Background: an optimization exercise with open tools, aiming at small area, a short achievable clock period and few clock cycles. Do not read the settings as production practice. Where RTL was checked, it was by simulation tests only, not by an equivalence proof against the original. Power figures rest on the tool's default switching activity, not on a simulated workload.

==> build 70: inputs <==
Design sdseq, start of the top module:
module sdseq (
    input             clk,
    input             rst,           
    input             op_valid,
    output            op_ready,
    input      [7:0]  op_code,
    input      [63:0] op_arg,
    output reg        rsp_valid,
    output reg [3:0]  rsp_err,
    output     [63:0] rsp_data,
    output reg        cmd_valid,
    output     [24:0] cmd_word,
    input             eng_done,
    output     [14:0] sdcr1,
    output     [14:0] sdcr2,
    output     [27:0] sdtr1,
    output     [27:0] sdtr2,
    output     [24:5] sdcmr,
    output     [13:1] sdrtr,
    output reg        busy,            
    output reg        clk_gate,
    output reg        handle_valid,
    output reg        handle_bank,
    output reg [2:0]  phase1,
    output reg [2:0]  phase2,
    output reg [1:0]  delay_ok,
    output reg        refresh_programmed,
    output     [1:0]  ready
);
    localparam OP_MAKE_CONFIG   = 8'h10;
    localparam OP_CONFIGURE     = 8'h11;
    localparam OP_SEND_COMMAND  = 8'h20;
    localparam OP_SET_WP        = 8'h21;
    localparam OP_SET_NRFS      = 8'h22;
    localparam OP_SET_REFRESH   = 8'h23;
    localparam OP_WP            = 8'h24;
    localparam OP_BANK          = 8'h25;
    localparam OP_DELAY         = 8'h26;
    localparam OP_MEMORY_VIEW   = 8'h30;
    localparam E_OK     = 4'd0;
    localparam E_TZERO  = 4'd5;
    localparam E_RANGE  = 4'd6;
    localparam E_UNAVL  = 4'd7;
    localparam E_NOHND  = 4'd8;
    localparam E_ESZERO = 4'd9;
    localparam E_REFUSE = 4'd15;
    localparam PH_POWERUP   = 3'd0;
    localparam PH_CLKEN     = 3'd1;
    localparam PH_PRECHG    = 3'd2;
    localparam PH_REFRESHED = 3'd3;
    localparam PH_MODELOAD  = 3'd4;
    localparam PH_VIOLATED  = 3'd5;
    localparam M_CLKEN = 3'd1;
    localparam M_PALL  = 3'd2;
    localparam M_AREF  = 3'd3;
    localparam M_LMR   = 3'd4;
    reg [14:0] cr1, cr2;
    reg [27:0] tr1, tr2;
    reg [3:0]  cmr_nrfs;
    reg [15:0] cmr_mrd;
    reg [12:0] rtr_count;
    reg [4:0]  cmd_lo;           
    reg [31:0] rsp_lo;
    reg        rsp_view;         
    reg        div_run;          
    reg        div_setup;        
    reg [31:0] div_rem;          
    reg [31:0] div_den;          
  ...
clock: 10.0 ns
lec_check: 0
cap_margin: 20
core_margin: 2
core_utilization: 40
setup_slack_margin: 5
slew_margin: 20
run.sh (not shown) runs the stock make flow with config.mk's settings and CLKGATE_MAP_FILE= SYNTH_SCRIPT=/design/flow/synth_recipe.tcl, a recipe that flattens the netlist after the stock synthesis.
==> build 1: changes against build 70 <==
--- a/flow/design.v
+++ b/flow/design.v
@@ -61,16 +61,16 @@
     reg [12:0] rtr_count;
     reg [4:0]  cmd_lo;           
     reg [31:0] rsp_lo;
     reg        rsp_view;         
     reg        div_run;          
     reg        div_setup;        
     reg [31:0] div_rem;          
-    reg [31:0] div_den;          
-    reg [4:0]  div_cnt;          
+    reg [32:0] div_den;          
+    reg [3:0]  div_cnt;          
     assign op_ready = !busy && !div_run;
     wire   accept   = op_valid && op_ready;
     assign sdcr1 = cr1;
     assign sdcr2 = cr2;
     assign sdtr1 = tr1;
     assign sdtr2 = tr2;
     assign sdcmr = {cmr_mrd, cmr_nrfs};
@@ -94,34 +94,36 @@
     wire [1:0] c_div = arg[47:46];
     wire [1:0] c_pipe = arg[49:48];
     wire       c_wp  = arg[50];
     wire       c_rburst = arg[51];
     wire [1:0] c_dw  = arg[53:52];
     wire       c_ba  = arg[54];
     wire       c_bank = arg[55];
-    wire cfg_zero = (t_mrd == 5'd0) || (t_xsr == 5'd0) || (t_ras == 5'd0) || (t_rc == 5'd0) ||
-                    (t_wr == 5'd0) || (t_rp == 5'd0) || (t_rcd == 5'd0);
-    wire cfg_range = (t_mrd > 5'd16) || (t_xsr > 5'd16) || (t_ras > 5'd16) || (t_rc > 5'd16) ||
-                     (t_wr > 5'd16) || (t_rp > 5'd16) || (t_rcd > 5'd16) ||
-                     (c_cas < 3'd1) || (c_cas > 3'd3) ||
-                     (c_col < 4'd8) || (c_col > 4'd11) ||
-                     (c_row < 4'd11) || (c_row > 4'd13) ||
-                     (c_div < 2'd2) ||
-                     (c_pipe > 2'd2) ||
-                     (c_dw == 2'd3);
-    wire [3:0] cfg_err = cfg_zero ? E_TZERO : cfg_range ? E_RANGE : E_OK;
+    wire [6:0] t_top = {t_rcd[4], t_rp[4], t_wr[4], t_rc[4], t_ras[4], t_xsr[4], t_mrd[4]};
+    wire [6:0] t_nz  = {|t_rcd[3:0], |t_rp[3:0], |t_wr[3:0], |t_rc[3:0],
+                        |t_ras[3:0], |t_xsr[3:0], |t_mrd[3:0]};
+    wire cfg_zero = |(~t_top & ~t_nz);
+    wire cfg_over = |(t_top & t_nz);
+    wire cfg_ok   = !cfg_zero && !cfg_over &&
+                    (c_cas != 3'd0) && (c_cas[2] == 1'b0) &&       
+                    (c_col[3:2] == 2'b10) &&                       
+                    ((c_row[3:2] == 2'b11 && !c_row[1]) ||
+                     (c_row == 4'd11)) &&                           
+                    c_div[1] &&                                     
+                    (c_pipe != 2'd3) && (c_dw != 2'd3);
+    wire [3:0] cfg_err = cfg_ok ? E_OK : cfg_zero ? E_TZERO : E_RANGE;
     wire [1:0] f_nc   = c_col[1:0];             
     wire [1:0] f_nr   = c_row[1:0] - 2'd3;      
-    wire [3:0] f_tmrd = t_mrd - 5'd1;
-    wire [3:0] f_txsr = t_xsr - 5'd1;
-    wire [3:0] f_tras = t_ras - 5'd1;
-    wire [3:0] f_trc  = t_rc  - 5'd1;
-    wire [3:0] f_twr  = t_wr  - 5'd1;
-    wire [3:0] f_trp  = t_rp  - 5'd1;
-    wire [3:0] f_trcd = t_rcd - 5'd1;
+    wire [3:0] f_tmrd = t_mrd[3:0] - 4'd1;
+    wire [3:0] f_txsr = t_xsr[3:0] - 4'd1;
+    wire [3:0] f_tras = t_ras[3:0] - 4'd1;
+    wire [3:0] f_trc  = t_rc[3:0]  - 4'd1;
+    wire [3:0] f_twr  = t_wr[3:0]  - 4'd1;
+    wire [3:0] f_trp  = t_rp[3:0]  - 4'd1;
+    wire [3:0] f_trcd = t_rcd[3:0] - 4'd1;
     wire [9:0] cr_bank   = {c_wp, c_cas[1:0], c_ba, c_dw, f_nr, f_nc};
     wire [4:0] cr_shared = {c_pipe, c_rburst, c_div};
     wire [2:0]  k_mode = arg[2:0];
     wire        k_ctb2 = arg[3];
     wire        k_ctb1 = arg[4];
     wire        k_valid = (k_mode >= M_CLKEN) && (k_mode <= M_LMR);
     function [2:0] next_phase;
@@ -183,20 +185,26 @@
                 for (j = 3 * (1 << l) - 1; j < 34; j = j + (2 << l)) begin
                     g[j] = g[j] | (p[j] & g[j - (1 << l)]);
                     p[j] = p[j] & p[j - (1 << l)];
                 end
             add34 = p0 ^ {g[32:0], cin};
         end
     endfunction
-    wire [33:0] div_da    = add34({2'b0, div_rem}, ~{2'b0, div_den}, 1'b1);          
-    wire        div_ge    = !div_da[33];
-    wire [31:0] div_r1    = div_ge ? div_da[31:0] : div_rem;
-    wire [33:0] div_db    = add34({2'b0, div_r1}, ~{3'b0, div_den[31:1]}, 1'b1);     
-    wire        div_ge2   = !div_db[33];
-    wire [31:0] div_r2    = div_ge2 ? div_db[31:0] : div_r1;
+    wire [33:0] div_rn    = {2'b11, div_rem};
+    wire [33:0] div_cd    = {1'b0, div_den};
+    wire [33:0] div_ch    = {2'b0, div_den[32:1]};
+    wire [33:0] div_da    = add34(div_rn, div_cd, 1'b0);                  
+    wire [33:0] div_db    = add34(div_rn, div_ch, 1'b0);                  
+    wire [33:0] div_cs    = div_rn ^ div_cd ^ div_ch;
+    wire [33:0] div_cc    = (div_rn & div_cd) | (div_rn & div_ch) | (div_cd & div_ch);
+    wire [33:0] div_dc    = add34(div_cs, {div_cc[32:0], 1'b0}, 1'b0);    
+    wire        div_ge    = div_da[33];
+    wire        div_ge2   = div_ge ? div_dc[33] : div_db[33];
+    wire [31:0] div_r2    = div_ge ? (div_ge2 ? div_dc[31:0] : div_da[31:0])
+                                   : (div_ge2 ? div_db[31:0] : div_rem);
     always @(posedge clk) begin
         if (rst) begin
             rsp_valid <= 1'b0;
             rsp_view  <= 1'b0;
             cmd_valid <= 1'b0;
             cr1       <= 15'h02D0;
             cr2       <= 15'h02D0;
@@ -214,14 +222,21 @@
             delay_ok  <= 2'b00;
             refresh_programmed <= 1'b0;
             div_run   <= 1'b0;
             div_setup <= 1'b0;
         end else begin
             rsp_valid <= 1'b0;
             cmd_valid <= 1'b0;
+            if (op_ready) begin
+                cmd_lo    <= arg[4:0];
+                div_rem   <= ~arg[63:32];
+                div_den   <= {1'b0, arg[31:0]};
+                msb_num   <= msb_pos(arg[63:32]);
+                msb_den   <= msb_pos(arg[31:0]);
+            end
             if (accept) begin
                 rsp_valid <= 1'b1;
                 rsp_err   <= E_OK;
                 rsp_lo    <= 32'd0;
                 rsp_view  <= 1'b0;
                 case (op_code)
                 OP_MAKE_CONFIG: begin
@@ -261,15 +276,14 @@
                         rsp_err <= E_NOHND;
                     else if (!k_valid)
                         rsp_err <= E_REFUSE;
                     else begin
                         rsp_valid <= 1'b0;
                         cmr_nrfs  <= arg[8:5];
                         cmr_mrd   <= arg[24:9];
-                        cmd_lo    <= arg[4:0];
                         cmd_valid <= 1'b1;
                         busy      <= 1'b1;
                         if (k_ctb1) begin
                             phase1 <= ph1_next;
                             if (k_mode == M_CLKEN && phase1 == PH_POWERUP)
                                 delay_ok[0] <= 1'b0;
                         end
@@ -326,18 +340,14 @@
                 end
                 OP_MEMORY_VIEW: begin
                     if (!handle_valid)
                         rsp_err <= E_NOHND;
                     else if (arg[31:0] == 32'd0)
                         rsp_err <= E_ESZERO;
                     else begin
-                        div_rem   <= arg[63:32];
-                        div_den   <= arg[31:0];
-                        msb_num   <= msb_pos(arg[63:32]);
-                        msb_den   <= msb_pos(arg[31:0]);
                         rsp_valid <= 1'b0;
                         div_run   <= 1'b1;
                         div_setup <= 1'b1;
                     end
                 end
                 default: rsp_err <= E_REFUSE;
                 endcase
@@ -349,33 +359,28 @@
                 rsp_lo    <= 32'd0;
                 rsp_view  <= 1'b0;
             end
             if (div_run) begin
                 if (div_setup) begin
                     div_setup <= 1'b0;
                     rsp_lo    <= 32'd0;
-                    div_den   <= div_den << align;
-                    div_cnt   <= align;
+                    div_den   <= {div_den[31:0], 1'b0} << {align[4:1], 1'b0};
+                    div_cnt   <= align[4:1];
                     if (quo_zero) begin
                         div_run   <= 1'b0;
                         rsp_valid <= 1'b1;
                         rsp_err   <= E_OK;
                         rsp_view  <= 1'b1;
                     end
                 end else begin
                     div_den <= div_den >> 2;
-                    div_cnt <= div_cnt - 5'd2;
-                    if (div_cnt == 5'd0) begin
-                        div_rem <= div_r1;
-                        rsp_lo  <= {rsp_lo[30:0], div_ge};
-                    end else begin
-                        div_rem <= div_r2;
-                        rsp_lo  <= {rsp_lo[29:0], div_ge, div_ge2};
-                    end
-                    if (div_cnt <= 5'd1) begin
+                    div_cnt <= div_cnt - 4'd1;
+                    div_rem <= div_r2;
+                    rsp_lo  <= {rsp_lo[29:0], div_ge, div_ge2};
+                    if (div_cnt == 4'd0) begin
                         div_run   <= 1'b0;
                         rsp_valid <= 1'b1;
                         rsp_err   <= E_OK;
                         rsp_view  <= 1'b1;
                     end
                 end
             end
==> flow/flow/run.sh (new file) <==
#!/bin/bash
set -euo pipefail
bash standard.sh "BUFFER_PORTS_ARGS=-buffer_cell sky130_fd_sc_hd__buf_1" SETUP_SLACK_MARGIN=6 finish > standard_flow.log 2>&1
==> flow/standard.sh (new file) <==
#!/bin/bash
# synth_recipe.tcl (not shown) runs the flow's synth.tcl, then flattens the netlist and writes it again
# the make line also repeats each setting of config.mk as NAME=value (left out here)
make -C /OpenROAD-flow-scripts/flow DESIGN_CONFIG=/design/flow/config.mk WORK_HOME=/design/flow/orfs CLKGATE_MAP_FILE= SYNTH_SCRIPT=/design/flow/synth_recipe.tcl "${@:-finish}"
Settings changed: ABC_AREA set to 1.
removed: flow/run.sh
==> trial 21: changes against build 70 <==
--- a/flow/design.v
+++ b/flow/design.v
@@ -183,20 +183,27 @@
                 for (j = 3 * (1 << l) - 1; j < 34; j = j + (2 << l)) begin
                     g[j] = g[j] | (p[j] & g[j - (1 << l)]);
                     p[j] = p[j] & p[j - (1 << l)];
                 end
             add34 = p0 ^ {g[32:0], cin};
         end
     endfunction
-    wire [33:0] div_da    = add34({2'b0, div_rem}, ~{2'b0, div_den}, 1'b1);          
+    wire [33:0] div_da    = add34({2'b0, div_rem}, ~{2'b0, div_den}, 1'b1);                        
+    wire [33:0] div_db    = add34({2'b0, div_rem}, ~{3'b0, div_den[31:1]}, 1'b1);                  
+    wire [33:0] div_cr    = ~{2'b0, div_rem};
+    wire [33:0] div_cd    = {2'b0, div_den};
+    wire [33:0] div_ch    = {3'b0, div_den[31:1]};
+    wire [33:0] div_cs    = div_cr ^ div_cd ^ div_ch;
+    wire [33:0] div_cc    = (div_cr & div_cd) | (div_cr & div_ch) | (div_cd & div_ch);
+    wire [33:0] div_dc    = ~add34(div_cs, {div_cc[32:0], 1'b0}, 1'b0);                         
     wire        div_ge    = !div_da[33];
+    wire        div_ge2   = div_ge ? !div_dc[33] : !div_db[33];
     wire [31:0] div_r1    = div_ge ? div_da[31:0] : div_rem;
-    wire [33:0] div_db    = add34({2'b0, div_r1}, ~{3'b0, div_den[31:1]}, 1'b1);     
-    wire        div_ge2   = !div_db[33];
-    wire [31:0] div_r2    = div_ge2 ? div_db[31:0] : div_r1;
+    wire [31:0] div_r2    = div_ge ? (div_ge2 ? div_dc[31:0] : div_da[31:0])
+                                   : (div_ge2 ? div_db[31:0] : div_rem);
     always @(posedge clk) begin
         if (rst) begin
             rsp_valid <= 1'b0;
             rsp_view  <= 1'b0;
             cmd_valid <= 1'b0;
             cr1       <= 15'h02D0;
             cr2       <= 15'h02D0;
@@ -214,14 +221,21 @@
             delay_ok  <= 2'b00;
             refresh_programmed <= 1'b0;
             div_run   <= 1'b0;
             div_setup <= 1'b0;
         end else begin
             rsp_valid <= 1'b0;
             cmd_valid <= 1'b0;
+            if (op_ready) begin
+                cmd_lo    <= arg[4:0];
+                div_rem   <= arg[63:32];
+                div_den   <= arg[31:0];
+                msb_num   <= msb_pos(arg[63:32]);
+                msb_den   <= msb_pos(arg[31:0]);
+            end
             if (accept) begin
                 rsp_valid <= 1'b1;
                 rsp_err   <= E_OK;
                 rsp_lo    <= 32'd0;
                 rsp_view  <= 1'b0;
                 case (op_code)
                 OP_MAKE_CONFIG: begin
@@ -261,15 +275,14 @@
                         rsp_err <= E_NOHND;
                     else if (!k_valid)
                         rsp_err <= E_REFUSE;
                     else begin
                         rsp_valid <= 1'b0;
                         cmr_nrfs  <= arg[8:5];
                         cmr_mrd   <= arg[24:9];
-                        cmd_lo    <= arg[4:0];
                         cmd_valid <= 1'b1;
                         busy      <= 1'b1;
                         if (k_ctb1) begin
                             phase1 <= ph1_next;
                             if (k_mode == M_CLKEN && phase1 == PH_POWERUP)
                                 delay_ok[0] <= 1'b0;
                         end
@@ -326,18 +339,14 @@
                 end
                 OP_MEMORY_VIEW: begin
                     if (!handle_valid)
                         rsp_err <= E_NOHND;
                     else if (arg[31:0] == 32'd0)
                         rsp_err <= E_ESZERO;
                     else begin
-                        div_rem   <= arg[63:32];
-                        div_den   <= arg[31:0];
-                        msb_num   <= msb_pos(arg[63:32]);
-                        msb_den   <= msb_pos(arg[31:0]);
                         rsp_valid <= 1'b0;
                         div_run   <= 1'b1;
                         div_setup <= 1'b1;
                     end
                 end
                 default: rsp_err <= E_REFUSE;
                 endcase
==> flow/flow/run.sh (new file) <==
#!/bin/bash
# The standard layout (standard.sh), with the ports buffered by the
# smallest buffer cell (sky130_fd_sc_hd__buf_1) instead of the default delay
# buffer; the resizer still upsizes any that timing or slew needs.
set -euo pipefail
bash standard.sh "BUFFER_PORTS_ARGS=-buffer_cell sky130_fd_sc_hd__buf_1" finish > standard_flow.log 2>&1
==> flow/standard.sh (new file) <==
#!/bin/bash
# synth_recipe.tcl (not shown) runs the flow's synth.tcl, then flattens the netlist and writes it again
# the make line also repeats each setting of config.mk as NAME=value (left out here)
make -C /OpenROAD-flow-scripts/flow DESIGN_CONFIG=/design/flow/config.mk WORK_HOME=/design/flow/orfs CLKGATE_MAP_FILE= SYNTH_SCRIPT=/design/flow/synth_recipe.tcl "${@:-finish}"
removed: flow/run.sh
==> build 15: changes against build 70 <==
--- a/flow/design.v
+++ b/flow/design.v
@@ -155,48 +155,24 @@
             msb_pos[2] = |v8[7:4];
             v4         = msb_pos[2] ? v8[7:4] : v8[3:0];
             msb_pos[1] = |v4[3:2];
             v2         = msb_pos[1] ? v4[3:2] : v4[1:0];
             msb_pos[0] = v2[1];
         end
     endfunction
-    reg  [4:0]  msb_num;
-    reg  [4:0]  msb_den;
+    wire [4:0]  msb_num   = msb_pos(arg[63:32]);
+    wire [4:0]  msb_den   = msb_pos(arg[31:0]);
     wire        quo_zero  = msb_den > msb_num;      
     wire [4:0]  align     = msb_num - msb_den;
-    function [33:0] add34;
-        input [33:0] a;
-        input [33:0] b;
-        input        cin;
-        reg   [33:0] p, g, p0;
-        integer l, j;
-        begin
-            p0 = a ^ b;
-            p  = p0;
-            g  = a & b;
-            g[0] = g[0] | (p[0] & cin);
-            for (l = 0; l < 6; l = l + 1)
-                for (j = (2 << l) - 1; j < 34; j = j + (2 << l)) begin
-                    g[j] = g[j] | (p[j] & g[j - (1 << l)]);
-                    p[j] = p[j] & p[j - (1 << l)];
-                end
-            for (l = 4; l >= 0; l = l - 1)
-                for (j = 3 * (1 << l) - 1; j < 34; j = j + (2 << l)) begin
-                    g[j] = g[j] | (p[j] & g[j - (1 << l)]);
-                    p[j] = p[j] & p[j - (1 << l)];
-                end
-            add34 = p0 ^ {g[32:0], cin};
-        end
-    endfunction
-    wire [33:0] div_da    = add34({2'b0, div_rem}, ~{2'b0, div_den}, 1'b1);          
-    wire        div_ge    = !div_da[33];
-    wire [31:0] div_r1    = div_ge ? div_da[31:0] : div_rem;
-    wire [33:0] div_db    = add34({2'b0, div_r1}, ~{3'b0, div_den[31:1]}, 1'b1);     
-    wire        div_ge2   = !div_db[33];
-    wire [31:0] div_r2    = div_ge2 ? div_db[31:0] : div_r1;
+    wire [32:0] div_diff  = {1'b0, div_rem} - {1'b0, div_den};
+    wire        div_ge    = !div_diff[32];
+    wire [31:0] div_r1    = div_ge ? div_diff[31:0] : div_rem;
+    wire [32:0] div_diff2 = {1'b0, div_r1} - {2'b0, div_den[31:1]};
+    wire        div_ge2   = !div_diff2[32];
+    wire [31:0] div_r2    = div_ge2 ? div_diff2[31:0] : div_r1;
     always @(posedge clk) begin
         if (rst) begin
             rsp_valid <= 1'b0;
             rsp_view  <= 1'b0;
             cmd_valid <= 1'b0;
             cr1       <= 15'h02D0;
             cr2       <= 15'h02D0;
@@ -328,19 +304,22 @@
                     if (!handle_valid)
                         rsp_err <= E_NOHND;
                     else if (arg[31:0] == 32'd0)
                         rsp_err <= E_ESZERO;
                     else begin
                         div_rem   <= arg[63:32];
                         div_den   <= arg[31:0];
-                        msb_num   <= msb_pos(arg[63:32]);
-                        msb_den   <= msb_pos(arg[31:0]);
-                        rsp_valid <= 1'b0;
-                        div_run   <= 1'b1;
-                        div_setup <= 1'b1;
+                        div_cnt   <= align;
+                        if (quo_zero) begin
+                            rsp_view  <= 1'b1;
+                        end else begin
+                            rsp_valid <= 1'b0;
+                            div_run   <= 1'b1;
+                            div_setup <= 1'b1;
+                        end
                     end
                 end
                 default: rsp_err <= E_REFUSE;
                 endcase
             end
             if (busy && eng_done) begin
                 busy      <= 1'b0;
@@ -349,22 +328,15 @@
                 rsp_lo    <= 32'd0;
                 rsp_view  <= 1'b0;
             end
             if (div_run) begin
                 if (div_setup) begin
                     div_setup <= 1'b0;
                     rsp_lo    <= 32'd0;
-                    div_den   <= div_den << align;
-                    div_cnt   <= align;
-                    if (quo_zero) begin
-                        div_run   <= 1'b0;
-                        rsp_valid <= 1'b1;
-                        rsp_err   <= E_OK;
-                        rsp_view  <= 1'b1;
-                    end
+                    div_den   <= div_den << div_cnt;
                 end else begin
                     div_den <= div_den >> 2;
                     div_cnt <= div_cnt - 5'd2;
                     if (div_cnt == 5'd0) begin
                         div_rem <= div_r1;
                         rsp_lo  <= {rsp_lo[30:0], div_ge};
                     end else begin
Settings changed: SETUP_SLACK_MARGIN 5 to not set.
==> flow_metrics.py <==
metrics = {
    "cells_and_area": {
        "antenna_cells": 1,
        "seq_area_frac": 0.275,
        "multi_input_area_share": 0.472,
        "register_area_um2": 6090,
    },
    "clock_tree": {
        "cts_resized": 54,
    },
    "setup_path": {
        "max_stage_delay_ns": 0.42,
        "r2r-end": "div_rem[21]",
        "critPathLaunchType": "register",
    },
    "grt": {
        "grt_usage": 0.277,
    },
    "timing": {
        "period_share": 0.580,
    },
    "die": {
        "n_tap_cell": 539,
        "die_area_um2": 44300,
    },
    "outcome": {
        "status": "complete, no violations",
    },
}
-- figures above: build 70

==> flow_metrics.py <==
metrics = {
    "outcome": {
        "status": "complete, no violations",
    },
    "cells_and_area": {
        "multi_input_area_share": 0.550,
        "seq_area_frac": 0.271,
    },
    "grt": {
        "grt_usage": 0.274,
    },
    "setup_path": {
        "max_stage_delay_ns": 0.64,
        "critPathLaunchType": "input pin",
    },
    "die": {
        "die_area_um2": 51300,
    },
}
-- figures above: trial 21

==> flow_metrics.py <==
metrics = {
    "cells_and_area": {
        "multi_input_area_share": 0.494,
        "register_area_um2": 5790,
        "antenna_cells": 1,
        "seq_area_frac": 0.273,
    },
    "setup_path": {
        "critPathLaunchType": "register",
        "r2r-end": "div_rem[4]",
        "max_stage_delay_ns": 0.86,
    },
    "die": {
        "n_tap_cell": 585,
    },
    "outcome": {
        "status": "complete, no violations",
    },
    "clock_tree": {
        "cts_resized": 0,
    },
    "timing": {
        "period_share": 0.748,
    },
}
-- figures above: build 15

==> flow_metrics.py <==
metrics = {
    "power": {
        "maxPowerGroup": "the clock network",
    },
    "setup_path": {
        "r2r-end": "div_rem[31]",
        "max_stage_delay_ns": 0.47,
        "critPathLaunchType": "register",
    },
    "timing": {
        "period_share": 0.392,
    },
    "die": {
        "n_tap_cell": 600,
        "die_area_um2": 48200,
    },
    "grt": {
        "grt_usage": 0.260,
    },
    "clock_tree": {
        "cts_resized": 16,
    },
    "cells_and_area": {
        "seq_area_frac": 0.287,
        "multi_input_area_share": 0.508,
    },
    "outcome": {
        "status": "complete, no violations",
    },
}
-- figures above: build 1

Testbench counts of build 1, summed over its fixed seeds: cycles 14,549.
No functional check of the RTL was part of build 70, trial 21 and build 15.

## afterwards: timing with drivers on the ports
No port has a modelled driver above. Below, the same layouts with a new extraction and two added sets of constraints. Step 1: set_driving_cell puts a clkbuf_16 on clk and a buf_2 on each other input, an assumption about the parent block. Step 2 also shifts input and output timing later by t, the mid clock arrival at the registers, as if the neighbouring blocks saw the same clock. Slacks: ideal ports / drivers / drivers and shift; pairs: ideal ports / drivers.
run	t, ns	setup slack, ns	worst setup path after step 2	worst slew at a driven data input, ns	pins driven straight from the clock port
build 70	0.638	4.201 / 4.201 / 4.201	register to register	0.09	1
build 1	0.631	6.082 / 6.022 / 5.545	input to register	0.08	1
trial 21	0.623	5.202 / 5.223 / 4.607	input to register	0.07	1
build 15	0.638	2.524 / 2.524 / 2.183	input to register	0.08	1
After both steps every run listed still meets setup and hold. The setup slack of trial 21, which loses most, moves by +0.021 ns with the drivers and by -0.595 ns with both steps.
